This design comes from an exercise in tuning for small area, a short achievable clock period and few clock cycles per item on the open sky130 flow, not from production work.
Where RTL was checked, it was by simulation tests only, not by an equivalence proof against the original.
Power is estimated from default activity; no workload was simulated.

## before
==> flow/design.v <==
module csum_unit #(
    parameter [15:0] RXB         = 16'h4000,
    parameter [15:0] TXB         = 16'h8000,
    parameter [15:0] RXBUF_SIZE  = 16'd1536,
    parameter [15:0] TXBUF_SIZE  = 16'd1536
) (
    input  wire        clk,
    input  wire        rst,           
    input  wire        cmd_valid,
    output wire        cmd_ready,
    input  wire [31:0] cmd_seed,
    input  wire [15:0] cmd_addr,
    input  wire [15:0] cmd_len,
    output wire        mem_req,
    input  wire        mem_gnt,
    output wire [13:0] mem_waddr,
    input  wire [31:0] mem_rdata,
    output wire        rsp_valid,
    output wire        rsp_err,
    output wire [15:0] rsp_sum
);
    reg        idle;       
    reg        busy;       
    reg        chk;        
    reg        chk2;       
    reg        reqv;       
    reg        first;      
    reg        dvalid;     
    reg        dfirst;     
    reg        dlast;      
    reg        rlast;      
    reg        g;          
    reg        f1;         
    reg        f2;         
    reg        rspv;
    reg        err;        
    reg        pre_ok;     
    reg        sel;        
    reg [1:0]  a_lo;       
    reg [10:0] l;          
    reg [8:0]  w;          
    reg [31:0] r;          
    reg [15:0] acc_lo;
    reg [15:0] acc_hi;
    reg [1:0]  cy;         
    wire [11:0] ta = {1'b0, w, a_lo};
    wire [11:0] tb = {1'b0, l};
    wire [12:0] t  = {1'b0, ~(ta ^ tb)} + {(ta | tb), 1'b0};
    wire        ok = pre_ok && (!t[12] || (!t[11] && !(t[10] && t[9])));
    wire        zero = (l == 11'd0);
    wire        none = chk && zero;
    wire gnt      = reqv && mem_gnt;
    wire single   = (l[10:3] == 8'd0) && ({1'b0, l[2:0]} + {2'b00, a_lo} <= 4'd4);
    wire last_now = chk ? single : (w == l[10:2]);
    wire accept   = !busy && cmd_valid;
    wire [3:0] m_lo = dfirst ? (4'b1111 << a_lo) : 4'b1111;
    wire [3:0] m_hi = dlast  ? (4'b1111 >> (2'd3 - l[1:0])) : 4'b1111;
    wire [3:0] m    = {4{dvalid && !err}} & m_lo & m_hi;
    wire [3:0] ms   = m & {4{!a_lo[0]}};                      
    wire [3:0] mx   = {m[2], m[3], m[0], m[1]} & {4{a_lo[0]}};  
    wire [31:0] rd  = mem_rdata;
    wire [31:0] rdx = {rd[23:16], rd[31:24], rd[7:0], rd[15:8]};
    wire [15:0] hi_n = acc_hi + {14'd0, cy};
    wire        inj  = g || (chk && zero);
    wire [31:0] r_n  = (rd  & {{8{ms[3]}}, {8{ms[2]}}, {8{ms[1]}}, {8{ms[0]}}}) |
                       (rdx & {{8{mx[3]}}, {8{mx[2]}}, {8{mx[1]}}, {8{mx[0]}}}) |
                       {16'd0, hi_n[7:0], hi_n[15:8]} & {32{inj}};
    wire [15:0] w0   = {r[7:0], r[15:8]};
    wire [15:0] w1   = {r[23:16], r[31:24]};
    wire [15:0] cs_s = acc_lo ^ w0 ^ w1;
    wire [15:0] cs_c = (acc_lo & w0) | (acc_lo & w1) | (w0 & w1);
    wire [17:0] lo_n = {2'd0, cs_s} + {1'd0, cs_c, f2 & cy[0]};
    always @(posedge clk) begin
        r      <= r_n;
        dfirst <= first;
        dlast  <= last_now;
        acc_hi <= !busy ? cmd_seed[31:16] : hi_n;
        cy     <= !busy ? 2'd0 : lo_n[17:16];
        if (!busy)
            acc_lo <= cmd_seed[15:0];
        else if (chk2 && err)
            acc_lo <= 16'd0;
        else
            acc_lo <= lo_n[15:0];
        if (!busy) begin
            pre_ok <= ((cmd_addr[15:11] == 5'b01000) || (cmd_addr[15:11] == 5'b10000)) &&
                      (cmd_len[15:11] == 5'd0);
            sel    <= cmd_addr[15];
            a_lo   <= cmd_addr[1:0];
        end
        if (!busy)
            l <= cmd_len[10:0];
        else if (chk)
            l <= t[10:0];
        if (!busy)
            w <= cmd_addr[10:2];
        else if (gnt)
            w <= w + 9'd1;
        if (chk)
            err <= !ok;
    end
    always @(posedge clk) begin
        if (rst) begin
            idle   <= 1'b1;
            busy   <= 1'b0;
            chk    <= 1'b0;
            chk2   <= 1'b0;
            reqv   <= 1'b0;
            dvalid <= 1'b0;
            rlast  <= 1'b0;
            g      <= 1'b0;
            f1     <= 1'b0;
            f2     <= 1'b0;
            rspv   <= 1'b0;
        end else begin
            chk    <= accept;
            chk2   <= chk;
            dvalid <= gnt && !none;
            rlast  <= dvalid && dlast && !err;
            g      <= rlast;
            f1     <= g || (chk && zero);
            f2     <= f1 && !err;
            rspv   <= f2 || (chk2 && err);
            if (accept) begin
                idle  <= 1'b0;
                busy  <= 1'b1;
                reqv  <= 1'b1;
                first <= 1'b1;
            end
            if (rspv) begin
                idle <= 1'b1;
                busy <= 1'b0;
            end
            if (gnt) begin
                first <= 1'b0;
                if (last_now)
                    reqv <= 1'b0;
            end
            if (none || (chk2 && err))
                reqv <= 1'b0;
        end
    end
    assign cmd_ready = idle;
    assign mem_req   = reqv;
    assign mem_waddr = {sel, ~sel, 3'b000, w};
    assign rsp_valid = rspv;
    assign rsp_err   = err;
    assign rsp_sum   = acc_lo;
endmodule
==> flow/config.mk <==
export PLATFORM = sky130hd
export DESIGN_NAME = csum_unit
export DESIGN_NICKNAME = csum_unit
export VERILOG_FILES = /design/flow/design.v
export SDC_FILE = /design/flow/constraint.sdc
export NUM_CORES = 4
export LEC_CHECK = 0
export CAP_MARGIN = 20
export CORE_MARGIN = 2
export CORE_UTILIZATION = 40
export SLEW_MARGIN = 20
==> flow/constraint.sdc <==
create_clock -name core_clock -period 10.0 [get_ports {clk}]
set_input_delay 2.0000 -clock core_clock [delete_from_list [all_inputs] [get_ports {clk}]]
set_output_delay 2.0000 -clock core_clock [all_outputs]
set_load 0.01 [all_outputs]
standard.sh (not shown) runs the stock make flow with config.mk's settings and CLKGATE_MAP_FILE= SYNTH_SCRIPT=/design/flow/synth_recipe.tcl, a recipe that flattens the netlist after the stock synthesis.
==> flow/flow/run.sh <==
#!/bin/bash
export BUFFER_PORTS_ARGS="-buffer_cell sky130_fd_sc_hd__buf_1"
export SETUP_SLACK_MARGIN=7.1
bash standard.sh > standard.log 2>&1
Input changes introduced in after (baseline for comparison: before):
-- flow/design.v --
<<< before, line 30
    reg        dlast;      
    reg        rlast;      
    reg        g;          
    reg        f1;         
    reg        f2;         
    reg        rspv;
    reg        err;        
    reg        pre_ok;     
    reg        sel;        
>>> after, line 30
    reg        dlast;      
    reg        rlast;      
    reg        f1;         
    reg        f2;         
    reg        wq;         
    reg        rspv;
    reg        err;        
    reg        rerr;       
    reg        pre_ok;     
    reg        sel;        
<<< before, line 54
    wire last_now = chk ? single : (w == l[10:2]);
    wire accept   = !busy && cmd_valid;
    wire [3:0] m_lo = dfirst ? (4'b1111 << a_lo) : 4'b1111;
    wire [3:0] m_hi = dlast  ? (4'b1111 >> (2'd3 - l[1:0])) : 4'b1111;
>>> after, line 55
    wire last_now = chk ? single : (w == l[10:2]);
    wire accept   = !busy && cmd_valid;
    reg  [8:0] w_all;      
    integer k;
    always @(*) begin
        w_all[0] = 1'b1;
        for (k = 1; k < 9; k = k + 1)
            w_all[k] = w_all[k-1] & w[k-1];
    end
    wire [8:0] w_n = w ^ (w_all & {9{gnt}});
    wire [3:0] m_lo = dfirst ? (4'b1111 << a_lo) : 4'b1111;
    wire [3:0] m_hi = dlast  ? (4'b1111 >> (2'd3 - l[1:0])) : 4'b1111;
<<< before, line 62
    wire [31:0] rdx = {rd[23:16], rd[31:24], rd[7:0], rd[15:8]};
    wire [15:0] hi_n = acc_hi + {14'd0, cy};
    wire        inj  = g || (chk && zero);
    wire [31:0] r_n  = (rd  & {{8{ms[3]}}, {8{ms[2]}}, {8{ms[1]}}, {8{ms[0]}}}) |
                       (rdx & {{8{mx[3]}}, {8{mx[2]}}, {8{mx[1]}}, {8{mx[0]}}}) |
                       {16'd0, hi_n[7:0], hi_n[15:8]} & {32{inj}};
    wire [15:0] w0   = {r[7:0], r[15:8]};
    wire [15:0] w1   = {r[23:16], r[31:24]};
    wire [15:0] cs_s = acc_lo ^ w0 ^ w1;
    wire [15:0] cs_c = (acc_lo & w0) | (acc_lo & w1) | (w0 & w1);
    wire [17:0] lo_n = {2'd0, cs_s} + {1'd0, cs_c, f2 & cy[0]};
    always @(posedge clk) begin
        r      <= r_n;
>>> after, line 71
    wire [31:0] rdx = {rd[23:16], rd[31:24], rd[7:0], rd[15:8]};
    wire [15:0] hi_n = acc_hi + {14'd0, cy};
    wire        inj  = rlast || (chk && zero);
    wire [31:0] r_n  = (rd  & {{8{ms[3]}}, {8{ms[2]}}, {8{ms[1]}}, {8{ms[0]}}}) |
                       (rdx & {{8{mx[3]}}, {8{mx[2]}}, {8{mx[1]}}, {8{mx[0]}}}) |
                       ({6'd0, lo_n[17:16], 8'd0, hi_n[7:0], hi_n[15:8]} & {32{inj}});
    wire [15:0] w0   = {r[7:0], r[15:8]};
    wire [15:0] w1   = {r[23:16], r[31:24]};
    wire [15:0] cs_s = acc_lo ^ w0 ^ w1;
    wire [15:0] cs_c = (acc_lo & w0) | (acc_lo & w1) | (w0 & w1);
    wire [17:0] lo_n = {2'd0, cs_s} + {1'd0, cs_c, f2 && (cy[1] || (cy[0] && !wq))};
    wire [15:0] fh   = {r[7:0], r[15:8]};
    wire        fwr  = ((fh == 16'hffff) && (r[25:24] != 2'd0)) ||
                       ((fh == 16'hfffe) && r[25]);
    wire        nc   = (acc_lo[15:12] != 4'hf) && (fh[15:11] == 5'd0);
    always @(posedge clk) begin
        r      <= r_n;
<<< before, line 93
        else if (chk)
            l <= t[10:0];
        if (!busy)
            w <= cmd_addr[10:2];
        else if (gnt)
            w <= w + 9'd1;
        if (chk)
            err <= !ok;
    end
    always @(posedge clk) begin
>>> after, line 106
        else if (chk)
            l <= t[10:0];
        w <= !busy ? cmd_addr[10:2] : w_n;
        if (chk)
            err <= !ok;
        rerr <= chk2 && err;
        wq <= fwr;
    end
    always @(posedge clk) begin
<<< before, line 109
            dvalid <= 1'b0;
            rlast  <= 1'b0;
            g      <= 1'b0;
            f1     <= 1'b0;
            f2     <= 1'b0;
>>> after, line 121
            dvalid <= 1'b0;
            rlast  <= 1'b0;
            f1     <= 1'b0;
            f2     <= 1'b0;
<<< before, line 118
            dvalid <= gnt && !none;
            rlast  <= dvalid && dlast && !err;
            g      <= rlast;
            f1     <= g || (chk && zero);
            f2     <= f1 && !err;
            rspv   <= f2 || (chk2 && err);
            if (accept) begin
                idle  <= 1'b0;
>>> after, line 129
            dvalid <= gnt && !none;
            rlast  <= dvalid && dlast && !err;
            f1     <= rlast || (chk && zero);
            f2     <= f1 && !err && !nc;
            rspv   <= (f1 && nc) || f2 || (chk2 && err);
            if (accept) begin
                idle  <= 1'b0;
<<< before, line 145
    assign mem_waddr = {sel, ~sel, 3'b000, w};
    assign rsp_valid = rspv;
    assign rsp_err   = err;
    assign rsp_sum   = acc_lo;
endmodule
>>> after, line 155
    assign mem_waddr = {sel, ~sel, 3'b000, w};
    assign rsp_valid = rspv;
    assign rsp_err   = rerr;
    assign rsp_sum   = acc_lo;
endmodule
### Flow results
Of before and after, the lower shortest clock period the worst path allows after layout belongs to after. Vertical die dimension went up slightly going from before to after. after vs. before: number of synthesized register bits picked up an extra 0.95%; net switching power figure lost 2.6%; portion of total power attributed to combinational logic lost 4.3 points; sequential cell count of the final layout picked up an extra 0.95%. Of before and after, the run reporting the lower largest fanout on the critical path was after. Taking before as the reference, in after power density over cell area down 4.3%; synthesized cell count up 46. The final layout from after, which completed every stage, passed the timing, design-rule and antenna checks at the end of the flow. Taking after over before, the wire length ratio works out to 1.07. Per the comparison of after with before, final critical-path setup slack rose by 0.11 ns; area added between synthesis and finish fell by 4.7 points; flip-flop and latch share of the layout cell area fell by 0.28 points.
Testbench counts of after, summed over its fixed seeds: cycles 63,482, items 512.
The RTL of before was laid out without a check of its function.

## static timing again, ports no longer ideal
The results above use ideal ports. As a check the final layouts listed here were re-extracted and re-timed, cells and wires unchanged. Step 1: set_driving_cell puts a clkbuf_16 on clk and a buf_2 on each other input, an assumption about the parent block. Step 2 times the ports against the registers' clock, not the clock port: input delays grow and output delays shrink by t, the midpoint of the rising clock arrivals with the driver on. Three values: no drivers, after step 1, after step 2; two values: the first two.
run | t (ns) | setup WS [ns] | hold slack, ns | clock arrival spread, ns | pins driven straight from the clock port
before | 0.389 | 6.965 / 6.923 / 7.049 | 0.351 / 0.351 / 0.351 | 0.012 / 0.012 | 1
after | 0.396 | 7.078 / 7.038 / 6.779 | 0.383 / 0.383 / 0.383 | 0.014 / 0.014 | 1
After both steps every run listed still meets setup and hold. For after, which loses most, drivers alone change the setup slack by -0.040 ns; drivers and shift together by -0.299 ns.
